This is an optimization exercise on Yosys and OpenROAD, whose aim is small area and a short achievable clock period, not a production implementation. Where RTL was checked, it was by simulation tests only, not by an equivalence proof against the original. The RTL of run 1 was laid out without a check of its function. Power is estimated from default activity; no workload was simulated.

--- flow/run.sh ---
#!/bin/bash
# Standard layout, with the smallest buffer on every port.
set -euo pipefail
bash standard.sh "BUFFER_PORTS_ARGS=-buffer_cell sky130_fd_sc_hd__buf_1" finish > standard.log 2>&1
--- standard.sh ---
#!/bin/bash
# synth_recipe.tcl (not shown) runs the flow's synth.tcl, then flattens the netlist and writes it again
# the make line also repeats each setting of config.mk as NAME=value (left out here)
make -C /OpenROAD-flow-scripts/flow DESIGN_CONFIG=/design/flow/config.mk WORK_HOME=/design/flow/orfs CLKGATE_MAP_FILE= SYNTH_SCRIPT=/design/flow/synth_recipe.tcl "${@:-finish}"
--- config.mk ---
export PLATFORM = sky130hd
export DESIGN_NAME = intron_rx_framer
export DESIGN_NICKNAME = intron_rx_framer
export VERILOG_FILES = /design/flow/design.v
export SDC_FILE = /design/flow/constraint.sdc
export NUM_CORES = 4
export LEC_CHECK = 0
export ABC_AREA = 0
export CAP_MARGIN = 20
export CORE_MARGIN = 2
export CORE_UTILIZATION = 50
export CTS_BUF_LIST = sky130_fd_sc_hd__clkbuf_16
export CTS_CLUSTER_DIAMETER = 100
export CTS_CLUSTER_SIZE = 30
export PLACE_DENSITY = 0.65
export SETUP_SLACK_MARGIN = 5
export SLEW_MARGIN = 20
export SYNTH_HIERARCHICAL = 1
export SYNTH_MINIMUM_KEEP_SIZE = 0
--- constraint.sdc ---
create_clock -name core_clock -period 8.0 [get_ports {clk}]
set_input_delay 1.6000 -clock core_clock [delete_from_list [all_inputs] [get_ports {clk}]]
set_output_delay 1.6000 -clock core_clock [all_outputs]
set_load 0.01 [all_outputs]
--- design.v ---
module rxf_crc32_byte (
    input  wire [31:0] crc_in,
    input  wire [7:0]  data,
    output reg  [31:0] crc_out
);
    integer i;
    always @* begin
        crc_out = crc_in ^ {24'd0, data};
        for (i = 0; i < 8; i = i + 1) begin
            if (crc_out[0])
                crc_out = (crc_out >> 1) ^ 32'hEDB88320;
            else
                crc_out = crc_out >> 1;
        end
    end
endmodule
module intron_rx_framer (
    input  wire         clk,
    input  wire         rst,             
    input  wire         soft_reset,      
    input  wire [47:0]  intron_sess,     
    input  wire         rx_valid,
    input  wire [7:0]   rx_data,
    input  wire         alloc_ok,        
    input  wire         cas_valid,
    input  wire [3:0]   cas_old,
    input  wire [3:0]   cas_new,
    input  wire         activity_clr,    
    input  wire         query_valid,     
    input  wire [7:0]   query_idx,
    input  wire         ap_take,         
    output reg  [3:0]   mode,
    output reg          cas_ok,
    output reg          associated,
    output reg          activity,
    output reg          mac_valid,
    output reg  [47:0]  mac,
    output reg  [7:0]   ap_count,
    output reg          ap_valid,
    output reg  [7:0]   ap_index,
    output reg  [127:0] ap_info,
    output reg          pkt_start,
    output wire [15:0]  pkt_len,
    output reg          pkt_wr,
    output wire [7:0]   pkt_data,
    output reg          pkt_end,
    output reg          pkt_good,
    output reg          evt_valid,
    output reg  [2:0]   evt_code,
    output wire [7:0]   evt_type,
    output wire [15:0]  evt_size
);
    localparam [7:0]  INTRON0 = 8'h55;
    localparam [7:0]  INTRON1 = 8'h4E;
    localparam [3:0] M_WAIT_INIT      = 4'd1;
    localparam [3:0] M_NEED_AP        = 4'd2;
    localparam [3:0] M_CONNECTING_AP  = 4'd3;
    localparam [3:0] M_RUNNING        = 4'd4;
    localparam [31:0] CRC_55 = 32'h36FCB509;
    reg  [3:0]   pos;        
    reg          pay;        
    reg          fixd;       
    reg          strm;       
    reg  [15:0]  cnt;        
    reg  [31:0]  crc;
    reg  [31:0]  rcrc;       
    reg          ka_flag;    
    reg  [7:0]   rtype;
    reg  [7:0]   rvar;
    reg  [119:0] fbuf;       
    reg          lq_valid;
    reg  [7:0]   lq_idx;
    assign pkt_len  = cnt;
    assign evt_size = cnt;
    assign evt_type = rtype;
    assign pkt_data = fbuf[7:0];
    wire        seek, hdr, hend, hp_crc_ok, hp0, hp1, hp_size, hp_sig;
    wire [7:0]  ipos1h;
    wire [3:0]  pos_inc;
    wire        size_zero, plast;
    wire [7:0]  cmp_byte;
    wire        e_fill, e_mac, e_dev, e_cnt, e_link_pkt, e_link_ka;
    wire        e_chk_pay, e_chk_ka, e_oos, e_evt_hdr;
    wire [2:0]  e_code;
    wire        e_pstart, e_strm, e_fix_next, e_pay_next;
    wire        m_is1, m_is23, v_nz;
    wire [3:0]  m_dev;
    rxf_early u_early (
        .pos(pos), .pay(pay), .fixd(fixd), .strm(strm), .cnt(cnt),
        .crc(crc), .rcrc(rcrc), .rtype(rtype), .rvar(rvar),
        .lq_valid(lq_valid), .lq_idx(lq_idx), .mode(mode),
        .seek(seek), .hdr(hdr), .hend(hend), .hp_crc_ok(hp_crc_ok),
        .hp0(hp0), .hp1(hp1), .hp_size(hp_size), .hp_sig(hp_sig),
        .ipos1h(ipos1h), .pos_inc(pos_inc),
        .size_zero(size_zero), .plast(plast),
        .ka_flag(ka_flag),
        .cmp_byte(cmp_byte),
        .e_fill(e_fill), .e_mac(e_mac), .e_dev(e_dev), .e_cnt(e_cnt),
        .e_link_pkt(e_link_pkt), .e_link_ka(e_link_ka),
        .e_chk_pay(e_chk_pay), .e_chk_ka(e_chk_ka), .e_oos(e_oos),
        .e_evt_hdr(e_evt_hdr), .e_code(e_code),
        .e_pstart(e_pstart), .e_strm(e_strm),
        .e_fix_next(e_fix_next), .e_pay_next(e_pay_next),
        .m_is1(m_is1), .m_is23(m_is23), .v_nz(v_nz), .m_dev(m_dev)
    );
    wire [3:0]  lo0    = {1'b0, cnt[2:0]} + {1'b0, pos[2:0]};
    wire [3:0]  lo1    = {1'b0, cnt[2:0]} + {1'b0, pos[2:0]} + 4'd1;
    wire [12:0] hi_inc = cnt[15:3] + 13'd1;
    wire        hi_max = &cnt[15:3];
    wire [15:0] sk0s = ~lo0[3] ? {cnt[15:3], lo0[2:0]} :
                  hi_max  ? 16'hFFFF : {hi_inc, lo0[2:0]};
    wire [15:0] sk1s = ~lo1[3] ? {cnt[15:3], lo1[2:0]} :
                  hi_max  ? 16'hFFFF : {hi_inc, lo1[2:0]};
    wire [15:0] cnt_dec = cnt - 16'd1;
    wire take = rx_valid & ~soft_reset;
    wire [63:0] intron_all = {intron_sess, INTRON1, INTRON0};
    reg  [7:0]  iexp;
    integer k;
    always @* begin
        iexp = 8'd0;
        for (k = 0; k < 8; k = k + 1)
            iexp = iexp | ({8{ipos1h[k]}} & intron_all[8*k +: 8]);
    end
    wire hit  = (rx_data == iexp);
    wire is55 = (rx_data == INTRON0);
    wire hit1 = hit & ~ipos1h[0];                
    wire byte_ok  = (rx_data == cmp_byte);
    wire [31:0] crc_step = {8'd0, crc[31:8]} ^ rxf_tab(crc[7:0] ^ rx_data);
    function [7:0] tinv;
        input [7:0] a;
        begin
            tinv[0] = a[0] ^ a[1] ^ a[3] ^ a[5] ^ a[7];
            tinv[1] = a[1] ^ a[2] ^ a[4] ^ a[6];
            tinv[2] = a[2] ^ a[3] ^ a[5] ^ a[7];
            tinv[3] = a[3] ^ a[4] ^ a[6];
            tinv[4] = a[4] ^ a[5] ^ a[7];
            tinv[5] = a[5] ^ a[6];
            tinv[6] = a[0] ^ a[1] ^ a[3] ^ a[5] ^ a[6];
            tinv[7] = a[1] ^ a[2] ^ a[4] ^ a[6] ^ a[7];
        end
    endfunction
    function [31:0] rxf_tab;
        input [7:0] i;
        integer k;
        begin
            rxf_tab = {24'd0, i};
            for (k = 0; k < 8; k = k + 1)
                rxf_tab = rxf_tab[0] ? ((rxf_tab >> 1) ^ 32'hEDB88320) : (rxf_tab >> 1);
        end
    endfunction
    wire fill     = take & e_fill & byte_ok;
    wire mac_ld   = take & e_mac & byte_ok;
    wire dev_ok   = take & e_dev & byte_ok;
    wire cnt_ok   = take & e_cnt & byte_ok;
    wire link_ok  = take & (e_link_pkt | e_link_ka) & byte_ok;
    wire       cas_hit = cas_valid & ~soft_reset & (mode == cas_old);
    wire       c_is1   = (cas_new == M_WAIT_INIT);
    wire       c_is23  = (cas_new == M_NEED_AP) | (cas_new == M_CONNECTING_AP);
    wire       is1     = cas_hit ? c_is1  : m_is1;
    wire       is23    = cas_hit ? c_is23 : m_is23;
    wire [3:0] mode_c  = cas_hit ? cas_new : mode;
    wire [3:0] mode_n  = soft_reset              ? M_WAIT_INIT :
                         (dev_ok & is1)          ? m_dev :
                         (link_ok & v_nz & is23) ? M_RUNNING : mode_c;
    wire evt_n = take & (
        (e_oos & hit) |
        e_evt_hdr |
        ((e_chk_ka | e_chk_pay) & ~byte_ok));
    always @(posedge clk) begin
        if (rst | soft_reset) begin
            pos <= 4'd0;
            pay <= 1'b0;
            cnt <= 16'd0;
        end else if (rx_valid) begin
            if (seek) begin
                if (hit)
                    pos <= pos_inc;
                else begin
                    pos <= {3'd0, is55};
                    cnt <= is55 ? sk0s : sk1s;
                end
            end else if (hdr) begin
                pos <= pos_inc;
                if (hp_size)
                    cnt <= {cnt[7:0], rx_data};
                if (hend)
                    pay <= e_pay_next;
            end else begin
                cnt <= cnt_dec;
                if (plast)
                    pay <= 1'b0;
            end
        end
    end
    always @(posedge clk) begin
        if (rx_valid & hend) begin
            fixd <= e_fix_next;
            strm <= e_strm & alloc_ok;
        end
    end
    wire [31:0] tab_i  = rxf_tab(rcrc[31:24]);
    wire [23:0] ck_tab = tab_i[23:0];
    always @(posedge clk) begin
        if (rx_valid) begin
            if (hp0)    rtype <= rx_data;
            if (hp1)    rvar  <= rx_data;
            if (hp_sig) begin
                case (pos[1:0])
                    2'd0: rcrc[31:24] <= tinv(~rx_data);
                    2'd1: rcrc[23:16] <= ~rx_data ^ ck_tab[23:16];
                    2'd2: rcrc[15:8]  <= ~rx_data ^ ck_tab[15:8];
                    default: rcrc[7:0] <= ~rx_data ^ ck_tab[7:0];
                endcase
                ka_flag <= byte_ok & (ka_flag | (pos[1:0] == 2'd0));
            end
            if (seek)
                crc <= hit1 ? crc_step : CRC_55;
            else if (hp_crc_ok)
                crc <= crc_step;
        end
    end
    always @(posedge clk) begin
        if (rx_valid)
            fbuf <= {fbuf[111:0], rx_data};
    end
    always @(posedge clk) begin
        if (rst) begin
            mode       <= M_WAIT_INIT;
            cas_ok     <= 1'b0;
            associated <= 1'b0;
            activity   <= 1'b0;
            mac_valid  <= 1'b0;
            ap_count   <= 8'd0;
            ap_valid   <= 1'b0;
            lq_valid   <= 1'b0;
            pkt_start  <= 1'b0;
            pkt_wr     <= 1'b0;
            pkt_end    <= 1'b0;
            evt_valid  <= 1'b0;
        end else begin
            mode       <= mode_n;
            cas_ok     <= cas_hit;
            if (soft_reset)
                associated <= 1'b0;
            else if (link_ok)
                associated <= v_nz;
            activity   <= (activity & ~activity_clr) | link_ok;
            if (mac_ld)
                mac_valid <= 1'b1;
            if (cnt_ok)
                ap_count <= rx_data;
            ap_valid   <= fill | (ap_valid & ~ap_take);
            if (query_valid)
                lq_valid <= 1'b1;
            pkt_start  <= take & e_pstart & alloc_ok;
            pkt_wr     <= take & e_strm & pay;
            pkt_end    <= pay & e_strm & (soft_reset | (rx_valid & plast));
            evt_valid  <= evt_n;
        end
    end
    always @(posedge clk) begin
        if (query_valid)
            lq_idx <= query_idx;
        if (mac_ld)
            mac <= {fbuf[39:0], rx_data};
        if (fill) begin
            ap_index <= rvar;
            ap_info  <= {fbuf[119:0], rx_data};
        end
        pkt_good <= ~soft_reset & byte_ok & e_chk_pay;
        evt_code <= e_code;
    end
endmodule
module rxf_early (
    input  wire [3:0]  pos,
    input  wire        pay,
    input  wire        fixd,
    input  wire        strm,
    input  wire [15:0] cnt,
    input  wire [31:0] crc,
    input  wire [31:0] rcrc,
    input  wire [7:0]  rtype,
    input  wire [7:0]  rvar,
    input  wire        lq_valid,
    input  wire [7:0]  lq_idx,
    input  wire [3:0]  mode,
    input  wire        ka_flag,
    output wire        seek,         
    output wire        hdr,          
    output wire        hend,         
    output wire        hp_crc_ok,    
    output wire        hp0,          
    output wire        hp1,          
    output wire        hp_size,      
    output wire        hp_sig,       
    output wire [7:0]  ipos1h,       
    output wire [3:0]  pos_inc,
    output wire        size_zero,
    output wire        plast,        
    output wire [7:0]  cmp_byte,     
    output wire        e_fill,       
    output wire        e_mac,        
    output wire        e_dev,        
    output wire        e_cnt,        
    output wire        e_link_pkt,   
    output wire        e_link_ka,    
    output wire        e_chk_pay,    
    output wire        e_chk_ka,     
    output wire        e_oos,        
    output wire        e_evt_hdr,    
    output wire [2:0]  e_code,       
    output wire        e_pstart,     
    output wire        e_strm,       
    output wire        e_fix_next,
    output wire        e_pay_next,
    output wire        m_is1,        
    output wire        m_is23,       
    output wire        v_nz,         
    output wire [3:0]  m_dev         
);
    localparam [7:0] T_DEVICE_INFO   = 8'h00;
    localparam [7:0] T_PACKET        = 8'h02;
    localparam [7:0] T_SCAN_AP_COUNT = 8'h06;
    localparam [7:0] T_SCAN_AP_INFO  = 8'h07;
    localparam [7:0] T_INVALID       = 8'h08;
    localparam [7:0] SUPPORTED_VERSION = 8'h0B;
    localparam [2:0] E_CRC_MISMATCH   = 3'd1;
    localparam [2:0] E_OUT_OF_SYNC    = 3'd2;
    localparam [2:0] E_LENGTH_ERROR   = 3'd3;
    localparam [2:0] E_UNKNOWN_TYPE   = 3'd4;
    localparam [2:0] E_PROTOCOL_ERROR = 3'd5;
    assign seek = ~pay & ~pos[3];
    assign hdr  = ~pay &  pos[3];
    assign hend = hdr & (pos[2:0] == 3'd7);
    assign hp_crc_ok = pay | (hdr & ~pos[2]);
    assign hp0     = hdr & (pos[2:0] == 3'd0);
    assign hp1     = hdr & (pos[2:0] == 3'd1);
    assign hp_size = hdr & (pos[2:1] == 2'b01);
    assign hp_sig  = hdr & pos[2];
    genvar g;
    generate
        for (g = 0; g < 8; g = g + 1) begin : g_ipos
            assign ipos1h[g] = (pos[2:0] == g);
        end
    endgenerate
    assign pos_inc = pos + 4'd1;
    assign size_zero = (cnt == 16'd0);
    assign plast     = (cnt == 16'd1);
    function [31:0] rxf_tab;
        input [7:0] i;
        integer k;
        begin
            rxf_tab = {24'd0, i};
            for (k = 0; k < 8; k = k + 1)
                rxf_tab = rxf_tab[0] ? ((rxf_tab >> 1) ^ 32'hEDB88320) : (rxf_tab >> 1);
        end
    endfunction
    wire ck_rest = (crc[31:8] == rcrc[23:0]);
    reg [7:0] ka_byte;
    always @* begin
        case (pos[1:0])
            2'd0: ka_byte = ~crc[31:24];
            2'd1: ka_byte = ~crc[23:16];
            2'd2: ka_byte = ~crc[15:8];
            default: ka_byte = ~crc[7:0];
        endcase
    end
    assign cmp_byte = pay ? (rcrc[31:24] ^ crc[7:0]) : ka_byte;
    wire t_dev  = (rtype == T_DEVICE_INFO);
    wire t_pkt  = (rtype == T_PACKET);
    wire t_cnt  = (rtype == T_SCAN_AP_COUNT);
    wire t_info = (rtype == T_SCAN_AP_INFO);
    wire t_inv  = (rtype == T_INVALID);
    wire t_fix  = t_dev | t_cnt | t_info;
    wire len_ok = (t_dev  & (cnt == 16'd6)) |
                  (t_cnt  & (cnt == 16'd1)) |
                  (t_info & (cnt == 16'd16));
    wire ver_ok = (rvar == SUPPORTED_VERSION);
    assign v_nz = (rvar != 8'd0);
    wire fix_last = pay & fixd & plast;
    wire pkt_last = pay & strm & plast;
    wire ka_end   = hend & t_pkt & size_zero;
    assign e_fill     = fix_last & ck_rest & t_info & lq_valid & (rvar == lq_idx);
    assign e_mac      = fix_last & ck_rest & t_dev & ver_ok;
    assign e_dev      = fix_last & ck_rest & t_dev;
    assign e_cnt      = fix_last & ck_rest & t_cnt;
    assign e_link_pkt = pkt_last & ck_rest;
    assign e_link_ka  = ka_end & ka_flag;
    assign e_chk_pay = pay & (fixd | strm) & plast & ck_rest;
    assign e_chk_ka  = ka_end & ka_flag;
    assign e_oos     = seek & (pos[2:0] == 3'd7) & ~size_zero;
    assign e_evt_hdr = (hend & (t_inv | (t_fix & ~len_ok) | ~(t_pkt | t_fix))) |
                       (ka_end & ~ka_flag) |
                       (pay & (fixd | strm) & plast & ~ck_rest);
    assign e_code = seek  ? E_OUT_OF_SYNC :
                    ~hend ? E_CRC_MISMATCH :
                    t_inv ? E_PROTOCOL_ERROR :
                    t_pkt ? E_CRC_MISMATCH :
                    t_fix ? E_LENGTH_ERROR : E_UNKNOWN_TYPE;
    assign e_pstart   = hend & t_pkt & ~size_zero;
    assign e_strm     = pay ? strm : t_pkt;
    assign e_fix_next = t_fix & len_ok;
    assign e_pay_next = ~size_zero;
    assign m_is1  = (mode == 4'd1);
    assign m_is23 = (mode == 4'd2) | (mode == 4'd3);
    assign m_dev  = ver_ok ? 4'd2 : 4'd6;
endmodule
==> impl_metrics.json, run 1 <==
{
  "path_class": "flip-flop to flip-flop",
  "drtPass1Iterations": 5,
  "antenna_cells": 0,
  "ys_types": 74,
  "required_ns": 8.26,
  "finalCritPeriodShare": 0.3901,
  "critical-path-top-delay-family": "simple AND/OR/NAND/NOR gates",
  "clk_pin_slew_worst_paths_ns": 0.11,
  "antenna_left": 0,
  "r2r_end": "ap_info[11]$_DFFE_PP_",
  "die_w_um": 195.8,
  "netlist_instances": 1275,
  "remaining_drc_errors": 0,
  "yosys-top-cells-area": "edfxtp_1, xnor2_1, dfxtp_1, xor2_1, nand2_1",
  "cts_sinks": 442,
  "fillers": 2697,
  "clk_latency_ns": 0.54,
  "drt-initial-drc-count": 1025,
  "synth_edf_count": 395,
  "design.portCount": 338,
  "min_from": "fbuf[118]$_DFFE_PP_",
  "synth_area_per_cell_um2": 14.42,
  "critPathMaxFanout": 14,
  "period_needed_ns": 3.121,
  "die_y_um": 195.8,
  "tns_ns": 0,
  "cp_slowest_cell": "dfxtp_2",
  "layout.nets": 1774,
  "htreeDepth": 1,
  "setup_viol": 0,
  "cts_buffer_depth": 3,
  "finClkSkew_ns": 0.02523,
  "ys_ff_latch": 442,
  "hold_viol": 0,
  "die-area_mm2": 0.03833,
  "critical-path-max-stage-delay_ns": 0.44,
  "r2r_cells": 10,
  "antenna_found_initial": 0,
  "slew_headroom": 0.3769,
  "rsz0062_at_grt": "yes",
  "place_inst": 2016,
  "cts_tree": "done",
  "synth-seq-area-share": 0.6962,
  "viasPerCell": 5.649,
  "power_leakage_nw": 7.623,
  "pre_cts_slack_ns": 2.985,
  "r2r_slack_ns": 4.88,
  "grt_pass1_wl_mm": 71.19,
  "cts_buffers": 19,
  "path_cells": "or3_4 > or4_4 > or3_4 > nor3_4 > and2_4 > and2_4 > buf_12 > buf_6 > buf_12 > clkbuf_16",
  "synth_top_area_frac": 0.6450,
  "synthFlopType": "edfxtp_1",
  "place.port_buffers": 337,
  "yosysWarnings": 8,
  "syn_area_mm2": 0.01839,
  "hold_path.class": "flip-flop to flip-flop",
  "synthArstFlopShare": 0,
  "crit_cells": 10,
  "drt_wl_total_mm": 48.81,
  "grt_overflow_total": 0,
  "min_to": "ap_info[126]$_DFFE_PP_",
  "cts_root_buf": "clkbuf_16",
  "setup_slack_ns": 4.879,
  "rows": 70,
  "drive_gt1_frac": 0.1996,
  "grt_start_max_net_pins": 60,
  "maxCapViolations": 0,
  "total_power_mw": 4.036,
  "wire_per_inst_um": 22.69,
  "grt_pass1_vias": 11321,
  "slew_violations": 0,
  "tightest_slew_ns": 0.9346,
  "ir_drop_v": 0.0001526,
  "cp-start-kind": "flip-flop",
  "cp-end-kind": "flip-flop",
  "arrival_ns": 3.38,
  "area_growth_pct": 25.19,
  "power_density_mw_per_mm2": 175.3,
  "yosysTopAreaCell": "edfxtp_1",
  "start_util": 0.5047,
  "outcome": "timing/DRC/antenna clean",
  "place_area_mm2": 0.02003,
  "dr_total_vias": 12151,
  "fmax_mhz": 320.4,
  "reg2reg_from": "cnt[5]$_SDFFE_PP0P_",
  "whs_path_depth": 0,
  "place.gp.congestion": 0.8717,
  "stdcell_area_mm2": 0.02302,
  "coreArea_mm2": 0.03643,
  "dp_hpwl_mm": 30.06,
  "track_usage": 0.2460,
  "crit_buf_inv": 4,
  "stdcell_count": 2151,
  "synth_commonest_cells": "edfxtp_1, xnor2_1, xor2_1",
  "yosysMostFrequentCell": "edfxtp_1"
}
-- layout by cell type, fill, tap and decap left out, types with 10 or more instances in the layout --
cell type    n
buf_6       15
inv_1       27
nor2_2      12
nor3_1      20
a21oi_1     31
a31oi_1     12
xnor2_1    102
edfxtp_1   395
o21ai_0     21
o21ai_1     17
buf_4       44
buf_1      330
buf_12      25
buf_16      14
nand2_1     49
nand2_2     22
nor4_1      16
nor2_4      16
nand3_1     16
dfxtp_1     36
and3_1      10
a21oi_2     16
a22oi_1     14
nand2b_1    11
nor2_1      40
and2_4      18
xor2_1      86
clkbuf_16   26
-- sequential cells by signal (all words and copies together), names as in the netlist, 8 cells and up --
register and flops:
ap_count 8, lq_idx 8, cnt 16, rtype 8, ap_info 128, rcrc 32, mac 48, rvar 8
ap_index 8, fbuf 120, crc 32
-- cell type report --
class / instances / area [µm²] / share of cell area
clock buffers: 19 / 475.5 / 0.02065
clock inverters: 9 / 63.81 / 0.002772
inverters: 29 / 116.4 / 0.005055
multi-input cells: 739 / 6043 / 0.2625
flip-flops and latches: 442 / 12820 / 0.5569
well taps: 468 / 585.6 / 0.02544
repair buffers: 443 / 2902 / 0.1260
repair inverters: 2 / 13.76 / 0.0005979
-- power breakdown --
| group | internal, mW | switching [mW] | total [mW] |
|---|---|---|---|
| sequential | 2.56 | 0.0356 | 2.60 |
| combinational | 0.133 | 0.177 | 0.310 |
| clock | 0.448 | 0.683 | 1.13 |
-- through the flow --
stage                       util  hold WS, ns
after floorplan                -       0.4003
after global placement    0.5499       0.4026
after detailed placement  0.5499       0.4054
after CTS                 0.6086       0.4303
after global routing      0.6318       0.4376
final                     0.6318       0.4273
-- Yosys stat by module, one instance, submodules excluded --
module            cells  times used  area [µm²]
intron_rx_framer   1069           1       17040
rxf_early           206           1        1348
-- what timing repair did --
action	CTS	global route
buffers inserted	55	14
hold buffers	0	0
gates cloned	30	8
resized for setup	148	139
hold endpoints to repair	0	0
endpoints found under the setup margin	319	257
pin swaps	31	39
-- worst max-delay path by stage --
stage	start	end	slack, ns
2_1_floorplan	rx_data[0]	ap_index[0]$_DFFE_PP_	4.00
3_3_place_gp	rx_data[5]	ap_info[54]$_DFFE_PP_	3.05
3_5_place_dp	rx_data[2]	ap_info[104]$_DFFE_PP_	2.98
4_1_cts	rx_data[5]	ap_info[53]$_DFFE_PP_	4.88
5_1_grt	intron_sess[20]	crc[22]$_DFFE_PP_	4.77
6_report	cnt[5]$_SDFFE_PP0P_	ap_info[11]$_DFFE_PP_	4.88
-- metal layers --
metal / part of all wire / up-vias / global-route usage
li1: - / 5491 / -
met3: 0.078 / 59 / 0.03215
met4: 0.016 / 0 / 0.04321
met1: 0.42 / 5988 / 0.3484
met2: 0.48 / 613 / 0.4157
met5: 0 / - / 0
-- cell families after synthesis --
group	after synthesis	share of synthesized area
adder cells (fa/ha/maj)	17	0.01198
buffers and inverters	111	0.03348
AO/OA/AOI/OAI	186	0.06804
XOR/XNOR	208	0.09948
multiplexers	7	0.003946
flip-flops	442	0.6962
other	2	0.0004084
AND/OR/NAND/NOR	302	0.08648
==> run 2: changes to the inputs <==
--- a/design.v
+++ b/design.v
@@ -81,2 +81,3 @@
     wire [7:0]  cmp_byte;
+    wire [23:0] ck_tab;
     wire        e_fill, e_mac, e_dev, e_cnt, e_link_pkt, e_link_ka;
@@ -96,3 +97,3 @@
         .ka_flag(ka_flag),
-        .cmp_byte(cmp_byte),
+        .cmp_byte(cmp_byte), .ck_tab(ck_tab),
         .e_fill(e_fill), .e_mac(e_mac), .e_dev(e_dev), .e_cnt(e_cnt),
@@ -200,4 +201,2 @@
     end
-    wire [31:0] tab_i  = rxf_tab(rcrc[31:24]);
-    wire [23:0] ck_tab = tab_i[23:0];
     always @(posedge clk) begin
@@ -300,2 +299,3 @@
     output wire [7:0]  cmp_byte,     
+    output wire [23:0] ck_tab,       
     output wire        e_fill,       
@@ -357,2 +357,4 @@
     endfunction
+    wire [31:0] tab_i = rxf_tab(rcrc[31:24]);
+    assign ck_tab = tab_i[23:0];
     wire ck_rest = (crc[31:8] == rcrc[23:0]);
==> flow/run.sh (replaced) <==
#!/bin/bash
# Standard layout, with the smallest buffer on every port and no gate cloning in timing repair.
set -euo pipefail
bash standard.sh "BUFFER_PORTS_ARGS=-buffer_cell sky130_fd_sc_hd__buf_1" SKIP_GATE_CLONING=1 finish > standard.log 2>&1
--- a/config.mk
+++ b/config.mk
@@ -7,3 +7,3 @@
 export LEC_CHECK = 0
-export ABC_AREA = 0
+export ABC_AREA = 1
 export CAP_MARGIN = 20
@@ -14,3 +14,3 @@
 export CTS_CLUSTER_SIZE = 30
-export PLACE_DENSITY = 0.65
+export PLACE_DENSITY = 0.6
 export SETUP_SLACK_MARGIN = 5
==> run 2 against run 1 <==
Against the previous run:
- sequential cell count did not move
- still clean on timing, DRC and antenna
- non-clock buffer count down 22
- combinational power is 11% lower
- maximum frequency up 4.5%
- global-route usage fell by 0.83 points
- critical path type is now input pin to flip-flop
==> impl_metrics.json, run 2 <==
{
  "cp_slowest_cell": "nor2_4",
  "ys_types": 52,
  "dr_total_vias": 13036,
  "syn_area_mm2": 0.01925,
  "total_power_mw": 4.078,
  "cts_buffer_depth": 3,
  "path_cells": "buf_1 > buf_8 > inv_4 > nand2_1 > nand4_1 > nor2_4 > nand3_4 > inv_4 > nand2_4 > clkinvlp_4 > buf_6 > buf_16 > buf_16 > buf_12 > buf_12",
  "rows": 71,
  "synth-seq-area-share": 0.6652,
  "critical-path-top-delay-family": "buffers and inverters",
  "die-area_mm2": 0.04008,
  "synth_top_area_frac": 0.6163,
  "design.portCount": 338,
  "antenna_found_initial": 0,
  "hold_viol": 0,
  "grt_start_max_net_pins": 67,
  "outcome": "timing/DRC/antenna clean",
  "drt_wl_total_mm": 49.34,
  "period_needed_ns": 2.987,
  "drive_gt1_frac": 0.1059,
  "grt_pass1_wl_mm": 72.77,
  "path_class": "input pin to flip-flop",
  "ys_ff_latch": 442,
  "ir_drop_v": 0.0001428,
  "fillers": 3120,
  "fmax_mhz": 334.8,
  "yosysMostFrequentCell": "edfxtp_1",
  "cts_buffers": 20,
  "rsz0062_at_grt": "yes",
  "dp_hpwl_mm": 33.85,
  "yosysWarnings": 8,
  "slew_headroom": 0.3304,
  "wire_per_inst_um": 19.50,
  "die_y_um": 200.2,
  "power_density_mw_per_mm2": 180.4,
  "hold_path.class": "flip-flop to flip-flop",
  "yosysTopAreaCell": "edfxtp_1",
  "viasPerCell": 5.151,
  "synthArstFlopShare": 0,
  "power_leakage_nw": 8.393,
  "arrival_ns": 3.25,
  "place.gp.congestion": 0.9296,
  "die_w_um": 200.2,
  "critPathMaxFanout": 7,
  "track_usage": 0.2377,
  "yosys-top-cells-area": "edfxtp_1, nand2_1, dfxtp_1, nor2_1, xnor2_1",
  "clk_pin_slew_worst_paths_ns": 0.10,
  "grt_overflow_total": 0,
  "finClkSkew_ns": 0.03247,
  "grt_pass1_vias": 12122,
  "top_register": "ap_info",
  "antenna_cells": 0,
  "place.port_buffers": 337,
  "cts_tree": "done",
  "drtPass1Iterations": 5,
  "maxCapViolations": 0,
  "finalCritPeriodShare": 0.3733,
  "drt-initial-drc-count": 1018,
  "synth_commonest_cells": "edfxtp_1, nand2_1, nor2_1",
  "critical-path-max-stage-delay_ns": 0.21,
  "remaining_drc_errors": 0,
  "synth_edf_count": 395,
  "fin_util": 0.5988,
  "htreeDepth": 1,
  "cts_sinks": 442,
  "synthFlopType": "edfxtp_1",
  "area_growth_pct": 17.46,
  "coreArea_mm2": 0.03776,
  "required_ns": 8.26,
  "stdcell_count": 2531,
  "place_inst": 2432,
  "mostFrequentLayoutCell": "edfxtp_1",
  "netlist_instances": 1637,
  "layout_common_cells": "edfxtp_1, buf_1, nand2_1",
  "cp-end-kind": "flip-flop",
  "clk_latency_ns": 0.55,
  "tightest_slew_ns": 1.002,
  "largest_reg_flops": 128,
  "cts_root_buf": "clkbuf_16",
  "slew_violations": 0,
  "pre_cts_slack_ns": 2.952,
  "setup_viol": 0,
  "antenna_left": 0,
  "cp-start-kind": "input pin",
  "crit_buf_inv": 10,
  "cts_hold_buf": 0,
  "setup_slack_ns": 5.013,
  "start_util": 0.5098,
  "layout.nets": 2109,
  "top_regs": "ap_info (128), fbuf (120), mac (48)",
  "synth_area_per_cell_um2": 11.76,
  "tns_ns": 0
}
run 2: cell type report:
type                    count  area [µm²]  share of cell area
clock inverters            10       92.59            0.004096
flip-flops and latches    442       12820              0.5669
repair buffers            421        2276              0.1007
inverters                 171       676.9             0.02994
clock buffers              21       525.5             0.02325
well taps                 511       639.4             0.02828
multi-input cells         955        5580              0.2468
run 2: report_power, final:
group          internal (mW)  switching, mW
registers               2.56         0.0332
logic                  0.112          0.163
clock network          0.502          0.709
run 2: worst paths after layout:
| kind | endpoint | cells after the start | slack [ns] | startpoint |
|---|---|---|---|---|
| setup / recovery | ap_info[106]$_DFFE_PP_ | 15 | 5.01 | rx_data[1] |
| hold / removal | ap_info[127]$_DFFE_PP_ | 0 | 0.43 | fbuf[119]$_DFFE_PP_ |
| setup reg to reg | ap_info[106]$_DFFE_PP_ | 21 | 5.06 | pos[0]$_SDFFE_PP0P_ |
| hold reg to reg | ap_info[127]$_DFFE_PP_ | 0 | 0.43 | fbuf[119]$_DFFE_PP_ |
run 2: cells by family after synthesis:
kind of cell	after synthesis	synth area share
simple gates	648	0.1414
flops	442	0.6652
buf+inv	241	0.05897
xor+xnor	163	0.08510
compound gates	124	0.03751
fa+ha+maj	17	0.01144
other cells	2	0.0003902
run 2: per-stage QoR:
stage | hold slack, ns | instance area (µm²)
floorplan | 0.4003 | 19370
global placement | 0.4011 | 20870
detailed placement | 0.4045 | 20880
CTS | 0.4270 | 22310
global route | 0.4408 | 22610
finish | 0.4291 | 22610
run 2: Yosys stat by module (local to each module, per instance):
module | cells inside | copies in the design | flops+latches
intron_rx_framer | 1283 | 1 | 442
rxf_early | 354 | 1 | 0
run 2: timing repair:
item,in CTS,in global routing
setup buffers,50,18
endpoints found under the setup margin,339,263
pin swaps,7,10
resized for setup,83,51
run 2: metal layers:
metal / routed length (µm) / up-vias / share of wire / track usage
met2: 23730 / 495 / 0.48 / 0.4005
met5: 0 / - / 0 / 0
met1: 21470 / 6306 / 0.44 / 0.3355
li1: - / 6178 / - / -
met3: 3320 / 57 / 0.067 / 0.03043
met4: 827 / 0 / 0.017 / 0.04318
==> run 3: changes to the inputs <==
==> flow/run.sh (replaced) <==
#!/bin/bash
# Standard layout, with the smallest buffer on every port and a timing-repair
# target of 5.3 ns setup slack.
set -euo pipefail
bash standard.sh "BUFFER_PORTS_ARGS=-buffer_cell sky130_fd_sc_hd__buf_1" SETUP_SLACK_MARGIN=5.3 finish > standard.log 2>&1
--- a/config.mk
+++ b/config.mk
@@ -15,3 +15,2 @@
 export PLACE_DENSITY = 0.6
-export SETUP_SLACK_MARGIN = 5
 export SLEW_MARGIN = 20
==> run 3 against run 2 <==
Against the previous run:
- still clean on timing, DRC and antenna
- critical path depth rose by 7
- register-to-register slack got worse by 0.06 ns
- design area rose by 9.9%
- routed wire length rose by 8.3%
- non-clock buffer count rose by 89
- first-iteration DRC count rose by 10%
- global-route usage rose by 2.3 points
- die area did not move
- clock skew fell by 0.00059 ns
- largest cell class unchanged
- highest routed layer unchanged
==> impl_metrics.json, run 3 <==
{
  "crit_path_start": "pos[0]$_SDFFE_PP0P_",
  "tns_ns": 0,
  "track_usage": 0.2608,
  "p_int_mw": 3.209,
  "period_needed_ns": 2.998,
  "hold_path.class": "flip-flop to flip-flop",
  "grt_pass1_wl_mm": 80.00,
  "cts_buffers": 20,
  "largest_reg_flops": 128,
  "stdcell_area_mm2": 0.02485,
  "r2r_end": "ap_info[31]$_DFFE_PP_",
  "fin_util": 0.6581,
  "place_inst": 2433,
  "synth_commonest_cells": "edfxtp_1, nand2_1, nor2_1",
  "cts_hold_buf": 0,
  "critPathMaxFanout": 6,
  "die_y_um": 200.2,
  "outcome": "timing/DRC/antenna clean",
  "synthArstFlopShare": 0,
  "drive_gt1_frac": 0.2685,
  "mostFrequentLayoutCell": "edfxtp_1",
  "path_class": "flip-flop to flip-flop",
  "required_ns": 8.26,
  "ir_drop_v": 0.0001208,
  "ys_ff_latch": 442,
  "place.port_buffers": 337,
  "slew_violations": 0,
  "rows": 71,
  "coreArea_mm2": 0.03776,
  "reg2reg_from": "pos[0]$_SDFFE_PP0P_",
  "wire_per_inst_um": 20.32,
  "maxCapViolations": 0,
  "fillers": 2900,
  "htreeDepth": 1,
  "fmax_mhz": 333.6,
  "antenna_left": 0,
  "netlist_instances": 1637,
  "grt_start_max_net_pins": 57,
  "layout_common_cells": "edfxtp_1, nand2_1, nor2_1",
  "synthFlopType": "edfxtp_1",
  "yosysWarnings": 8,
  "yosys-top-cells-area": "edfxtp_1, nand2_1, dfxtp_1, nor2_1, xnor2_1",
  "arrival_ns": 3.25,
  "top_regs": "ap_info (128), fbuf (120), mac (48)",
  "hold_viol": 0,
  "cts_root_buf": "clkbuf_16",
  "cp-start-kind": "flip-flop",
  "synth_top_area_frac": 0.6163,
  "seq_power_share": 0.624,
  "drt_wl_total_mm": 53.44,
  "top_register": "ap_info",
  "dr_total_vias": 13670,
  "tightest_slew_ns": 0.9679,
  "clockPowerShare": 0.294,
  "area_growth_pct": 29.11,
  "grt_pass1_vias": 13115,
  "finalCritPeriodShare": 0.3748,
  "cts_tree": "done",
  "antenna_cells": 0,
  "start_util": 0.5098,
  "layout.nets": 2208,
  "grt_overflow_total": 0,
  "pre_cts_slack_ns": 3.293,
  "r2r_cells": 22,
  "power_leakage_nw": 9.753,
  "clk_pin_slew_worst_paths_ns": 0.11,
  "synth_area_per_cell_um2": 11.76,
  "viasPerCell": 5.198,
  "slew_headroom": 0.3532,
  "setup_slack_ns": 5.002,
  "design.portCount": 338,
  "syn_area_mm2": 0.01925,
  "cp-end-kind": "flip-flop",
  "setup_viol": 0,
  "crit_end": "ap_info[31]$_DFFE_PP_",
  "combPwrFrac": 0.082,
  "cp_slowest_cell": "dfxtp_4",
  "switching_share": 0.2253,
  "crit_path_frequent_cell": "buf_12",
  "clk_latency_ns": 0.55,
  "path_cells": "buf_6 > ha_4 > clkinv_4 > o22ai_1 > o21ai_0 > o21ai_0 > nand2_1 > o21ai_1 > inv_1 > nand2_1 > nand4_1 > nor2_2 > nand3_4 > clkinv_4 > nand2_8 > clkinvlp_4 > buf_6 > buf_12 > buf_12 > buf_12 > buf_12 > buf_16",
  "stdcell_count": 2630,
  "yosysTopAreaCell": "edfxtp_1",
  "die_w_um": 200.2,
  "r2r_slack_ns": 5.00,
  "antenna_found_initial": 0,
  "dp_hpwl_mm": 34.86,
  "place.gp.congestion": 0.9515,
  "p_sw_mw": 0.9334,
  "critical-path-max-stage-delay_ns": 0.41,
  "drt-initial-drc-count": 1122,
  "finClkSkew_ns": 0.03188,
  "min_from": "fbuf[115]$_DFFE_PP_",
  "yosysMostFrequentCell": "edfxtp_1",
  "ys_types": 52,
  "die-area_mm2": 0.04008,
  "power_density_mw_per_mm2": 166.7,
  "cts_buffer_depth": 3,
  "remaining_drc_errors": 0,
  "synth-seq-area-share": 0.6652,
  "rsz0062_at_grt": "yes",
  "synth_edf_count": 395,
  "drtPass1Iterations": 5,
  "cts_sinks": 442,
  "place_area_mm2": 0.02107
}
==> run 3: cell types whose count changed in the layout (fill, tap and decap cells not counted), moves of 15 or more <==
cell	change
nand2_1	-16
buf_2	+54
dfxtp_4	+22
buf_1	-181
dfxtp_1	-27
clkbuf_2	+94
buf_6	+39
buf_4	+53
buf_12	+15
==> run 3: how the worst min path moves through the flow <==
stage,to,cells after the start
4_1_cts,ap_info[123]$_DFFE_PP_,0
2_1_floorplan,ap_info[120]$_DFFE_PP_,0
6_report,ap_info[123]$_DFFE_PP_,0
5_1_grt,ap_info[121]$_DFFE_PP_,0
3_5_place_dp,ap_info[120]$_DFFE_PP_,0
3_3_place_gp,ap_info[126]$_DFFE_PP_,0
==> run 3: worst max-delay path, delay by kind of cell, from the launching register on <==
kind / cells / cell delay (ns)
buffers and inverters: 11 / 1.05
and+or+nand+nor: 6 / 0.58
AOI/OAI and AO/OA: 4 / 0.49
DFF: 1 / 0.41
adders and majority gates: 1 / 0.16
==> run 3: per-stage QoR <==
| step | power [mW] | hold WS [ns] |
|---|---|---|
| 3_5_place_dp | 2.891 | 0.4045 |
| 3_3_place_gp | 2.887 | 0.4012 |
| 4_1_cts | 4.160 | 0.4297 |
| 2_1_floorplan | 2.811 | 0.4003 |
| 5_1_grt | 4.270 | 0.4332 |
| 6_report | 4.143 | 0.4287 |
==> run 3: final cells by class <==
class,count,area [µm²],share of cell area
sequential,442,12900,0.5194
multi-input combinational,957,5984,0.2408
timing repair buffer,510,3919,0.1577
inverter,171,716.9,0.02885
tap,511,639.4,0.02573
clock buffer,21,525.5,0.02115
clock inverter,10,101.3,0.004079
timing repair inverter,8,56.30,0.002266
==> run 3: metal layers <==
layer / GRT usage / share of wire / vias to the layer above
li1: - / - / 6389
met2: 0.4407 / 0.48 / 595
met5: 0 / 0 / -
met4: 0.07516 / 0.028 / 0
met3: 0.03401 / 0.069 / 98
met1: 0.3555 / 0.42 / 6588
==> run 3: what timing repair did <==
action,CTS,global route
pin swaps,46,9
resized for setup,334,156
buffers inserted,119,18
setup endpoints to repair,441,420
gates cloned,22,7
==> run 3: power by group through the flow <==
| stage | Combinational, mW | Sequential, mW | Clock [mW] |
|---|---|---|---|
| 2_1_floorplan | 0.181 | 2.63 | 0 |
| 3_3_place_gp | 0.243 | 2.64 | 0 |
| 3_5_place_dp | 0.246 | 2.65 | 0 |
| 4_1_cts | 0.334 | 2.59 | 1.24 |
| 5_1_grt | 0.364 | 2.59 | 1.32 |
| 6_report | 0.339 | 2.58 | 1.22 |
==> run 3: cell families (layout without fill, tap and decap cells) <==
| group | Yosys count | after routing | synth area share |
|---|---|---|---|
| compound gates | 124 | 124 | 0.03751 |
| xor+xnor | 163 | 163 | 0.08510 |
| fa+ha+maj | 17 | 17 | 0.01144 |
| buf+inv | 241 | 720 | 0.05897 |
| flops | 442 | 442 | 0.6652 |
| other cells | 2 | 3 | 0.0003902 |
| simple gates | 648 | 650 | 0.1414 |
==> run 3: modules after synthesis, one instance, submodules excluded <==
module            cell area (µm²)  flops+latches
intron_rx_framer            17360            442
rxf_early                    1888              0
==> run 4: changes to the inputs <==
==> flow/run.sh (replaced) <==
#!/bin/bash
# Standard layout, with the smallest buffer on every port and a timing-repair
# target of 5.6 ns setup slack.
set -euo pipefail
bash standard.sh "BUFFER_PORTS_ARGS=-buffer_cell sky130_fd_sc_hd__buf_1" SETUP_SLACK_MARGIN=5.6 finish > standard.log 2>&1
==> run 4 against run 3 <==
Against the previous run:
- still clean
- final cell count up 0.80%
- critical path depth fell by 12
- register-to-register slack better by 0.07 ns
- clock power barely moved
- worst setup slack gained 0.063 ns
- maximum frequency is 2.1% higher
- routed wire length increased by 2.0%
- sequential power is essentially flat
- non-clock buffer count increased by 25
- area after synthesis stayed put
- sequential cell count is the same
- critical path type is now input pin to flip-flop
==> impl_metrics.json, run 4 <==
{
  "tns_ns": 0,
  "rows": 71,
  "path_class": "input pin to flip-flop",
  "antenna_left": 0,
  "place.port_buffers": 337,
  "clk_pin_slew_worst_paths_ns": 0.10,
  "syn_area_mm2": 0.01925,
  "cp-start-kind": "input pin",
  "outcome": "timing/DRC/antenna clean",
  "remaining_drc_errors": 0,
  "total_power_mw": 4.186,
  "seq_power_share": 0.617,
  "track_usage": 0.2656,
  "die_w_um": 200.2,
  "antenna_cells": 0,
  "cp_slowest_cell": "inv_1",
  "r2r_cells": 18,
  "wire_per_inst_um": 20.57,
  "place.gp.congestion": 0.8885,
  "period_needed_ns": 2.935,
  "whs_path_depth": 0,
  "design.portCount": 338,
  "die_y_um": 200.2,
  "p_sw_mw": 0.9536,
  "drive_gt1_frac": 0.3220,
  "synthMuxAreaShare": 0,
  "rsz0062_at_grt": "yes",
  "synth-xor-area-share": 0.08510,
  "hold-worst-slack_ns": 0.4287,
  "slew_headroom": 0.5459,
  "synth_compound_area_frac": 0.03751,
  "top_register": "ap_info",
  "yosysTopAreaCell": "edfxtp_1",
  "finalCritPeriodShare": 0.3669,
  "cp-end-kind": "flip-flop",
  "critical-path-max-stage-delay_ns": 0.24,
  "switching_share": 0.2278,
  "ir_drop_v": 0.0001318,
  "layout.nets": 2229,
  "clk_latency_ns": 0.55,
  "combPwrFrac": 0.091,
  "yosys-top-cells-area": "edfxtp_1, nand2_1, dfxtp_1, nor2_1, xnor2_1",
  "largest_reg_flops": 128,
  "start_util": 0.5098,
  "synth_top_family_by_area": "simple AND/OR/NAND/NOR gates",
  "place_inst": 2430,
  "critPathMaxFanout": 37,
  "drt-initial-drc-count": 1069,
  "yosysMostFrequentCell": "edfxtp_1",
  "cts_sinks": 442,
  "slew_violations": 0,
  "cts_tree": "done",
  "layout_common_cells": "edfxtp_1, nand2_1, inv_1",
  "required_ns": 8.27,
  "synthArstFlopShare": 0,
  "cts_buffers": 20,
  "tightest_slew_ns": 0.6803,
  "die-area_mm2": 0.04008,
  "antenna_found_initial": 0,
  "synthFlopType": "edfxtp_1",
  "cts_buffer_depth": 3,
  "netlist_instances": 1637,
  "dr_total_vias": 13704,
  "r2r_slack_ns": 5.07,
  "setup_slack_ns": 5.065,
  "viasPerCell": 5.169,
  "finClkSkew_ns": 0.03192,
  "grt_pass1_vias": 13201,
  "synth_commonest_cells": "edfxtp_1, nand2_1, nor2_1",
  "power_leakage_nw": 10.17,
  "area_growth_pct": 34.09,
  "mostFrequentLayoutCell": "edfxtp_1",
  "pre_cts_slack_ns": 3.847,
  "hold_viol": 0,
  "coreArea_mm2": 0.03776,
  "htreeDepth": 1,
  "synth-seq-area-share": 0.6652,
  "yosysWarnings": 8,
  "arrival_ns": 3.20,
  "cts_root_buf": "clkbuf_16",
  "drt_wl_total_mm": 54.53,
  "grt_pass1_wl_mm": 80.63,
  "path_cells": "clkbuf_16 > inv_1 > nor2_2 > nand3_4 > inv_4 > nand2_4 > clkinvlp_4 > buf_12 > buf_12 > buf_16",
  "fmax_mhz": 340.7,
  "grt_overflow_total": 0,
  "dp_hpwl_mm": 33.99,
  "crit_path_frequent_cell": "buf_12",
  "stdcell_count": 2651,
  "setup_viol": 0,
  "hold_path.class": "flip-flop to flip-flop",
  "ys_types": 52,
  "synthAdderAreaFrac": 0.01144,
  "synth_edf_count": 395,
  "ys_ff_latch": 442,
  "top_regs": "ap_info (128), fbuf (120), mac (48)",
  "power_density_mw_per_mm2": 162.2,
  "grt_start_max_net_pins": 59,
  "synth_top_area_frac": 0.6163,
  "synth_area_per_cell_um2": 11.76,
  "synth-simple-area-share": 0.1414,
  "p_int_mw": 3.233,
  "cts_hold_buf": 0,
  "maxCapViolations": 0,
  "drtPass1Iterations": 5,
  "clockPowerShare": 0.292
}
run 4: path summary, 6_finish.rpt:
path,start,endpoint
worst max register to register,pos[1]$_SDFFE_PP0P_,ap_info[30]$_DFFE_PP_
worst max-delay path,rx_valid,ap_info[30]$_DFFE_PP_
worst min-delay path,fbuf[113]$_DFFE_PP_,ap_info[121]$_DFFE_PP_
worst min register to register,fbuf[113]$_DFFE_PP_,ap_info[121]$_DFFE_PP_
run 4: power by group through the flow:
stage	Combinational, mW	Sequential, mW	Clock [mW]
2_1_floorplan	0.186	2.63	0
6_report	0.382	2.58	1.22
5_1_grt	0.409	2.59	1.32
3_3_place_gp	0.248	2.64	0
4_1_cts	0.360	2.58	1.24
3_5_place_dp	0.252	2.65	0
run 4: Yosys stat by module (local to each module, per instance):
module            cells inside  flops+latches  times used  cell area (µm²)
rxf_early                  354              0           1             1888
intron_rx_framer          1283            442           1            17360
run 4: critical path, delay by kind of cell:
family	cells	cell delay [ns]
AND/OR/NAND/NOR	3	0.43
buffers and inverters	7	1.12
run 4: layout make-up:
type / instances / area, µm²
Clock buffer: 21 / 525.5
Clock inverter: 10 / 100.1
Fill cell: 2732 / 11950
Multi-Input combinational cell: 960 / 6410
Inverter: 171 / 723.2
Sequential cell: 442 / 12910
Timing Repair Buffer: 535 / 4488
Timing Repair inverter: 1 / 7.507
Tap cell: 511 / 639.4
run 4: cell families after synthesis:
logic type | Yosys count
AOI/OAI and AO/OA | 124
xor gates and xnor gates | 163
adders and majority gates | 17
buffers and inverters | 241
DFF | 442
other | 2
and+or+nand+nor | 648
run 4: per-stage QoR:
step / area (µm²) / util
after detailed placement: 21170 / 0.5607
after global routing: 25810 / 0.6835
after CTS: 25080 / 0.6643
after floorplan: 19750 / -
after global placement: 21170 / 0.5607
final: 25810 / 0.6835
run 4: what timing repair did:
action / 4_1_cts / 5_1_grt
endpoints found under the setup margin: 678 / 593
hold endpoints to repair: 0 / 0
cloned: 20 / 4
setup buffers: 138 / 28
pin swaps: 84 / 45
resized for setup: 494 / 189
run 4: routing by layer:
| layer | vias up | share of wire | global-route usage |
|---|---|---|---|
| li1 | 6445 | - | - |
| met5 | - | 0 | 0 |
| met2 | 626 | 0.49 | 0.4454 |
| met3 | 104 | 0.077 | 0.04637 |
| met1 | 6529 | 0.41 | 0.3586 |
| met4 | 0 | 0.027 | 0.07276 |

-- separate check: timing with driven ports --
No port has a modelled driver above. Below, the same layouts with a new extraction and two added sets of constraints. Step 1 (the two cells are an assumption about what drives the block):
set clk [get_ports {clk}]
set_driving_cell -lib_cell sky130_fd_sc_hd__clkbuf_16 $clk
set_driving_cell -lib_cell sky130_fd_sc_hd__buf_2 [delete_from_list [all_inputs] $clk]
Step 2 also shifts input and output timing later by t, the mid clock arrival at the registers, as if the neighbouring blocks saw the same clock. Slacks: no drivers / after step 1 / after step 2; pairs: no drivers / after step 1.
run	t (ns)	setup slack, ns	latest minus earliest clock arrival (ns)	slew at the worst register clock pin (ns)
run 1	0.584	4.879 / 4.879 / 4.332	0.026 / 0.026	0.12 / 0.12
run 2	0.595	5.013 / 5.005 / 4.444	0.033 / 0.033	0.12 / 0.12
run 3	0.597	5.002 / 5.002 / 4.430	0.032 / 0.032	0.12 / 0.12
run 4	0.594	5.065 / 5.053 / 4.459	0.032 / 0.032	0.12 / 0.12
After both steps every run listed still meets setup and hold. The setup slack of run 4, which loses most, moves by -0.012 ns with the drivers and by -0.606 ns with both steps.
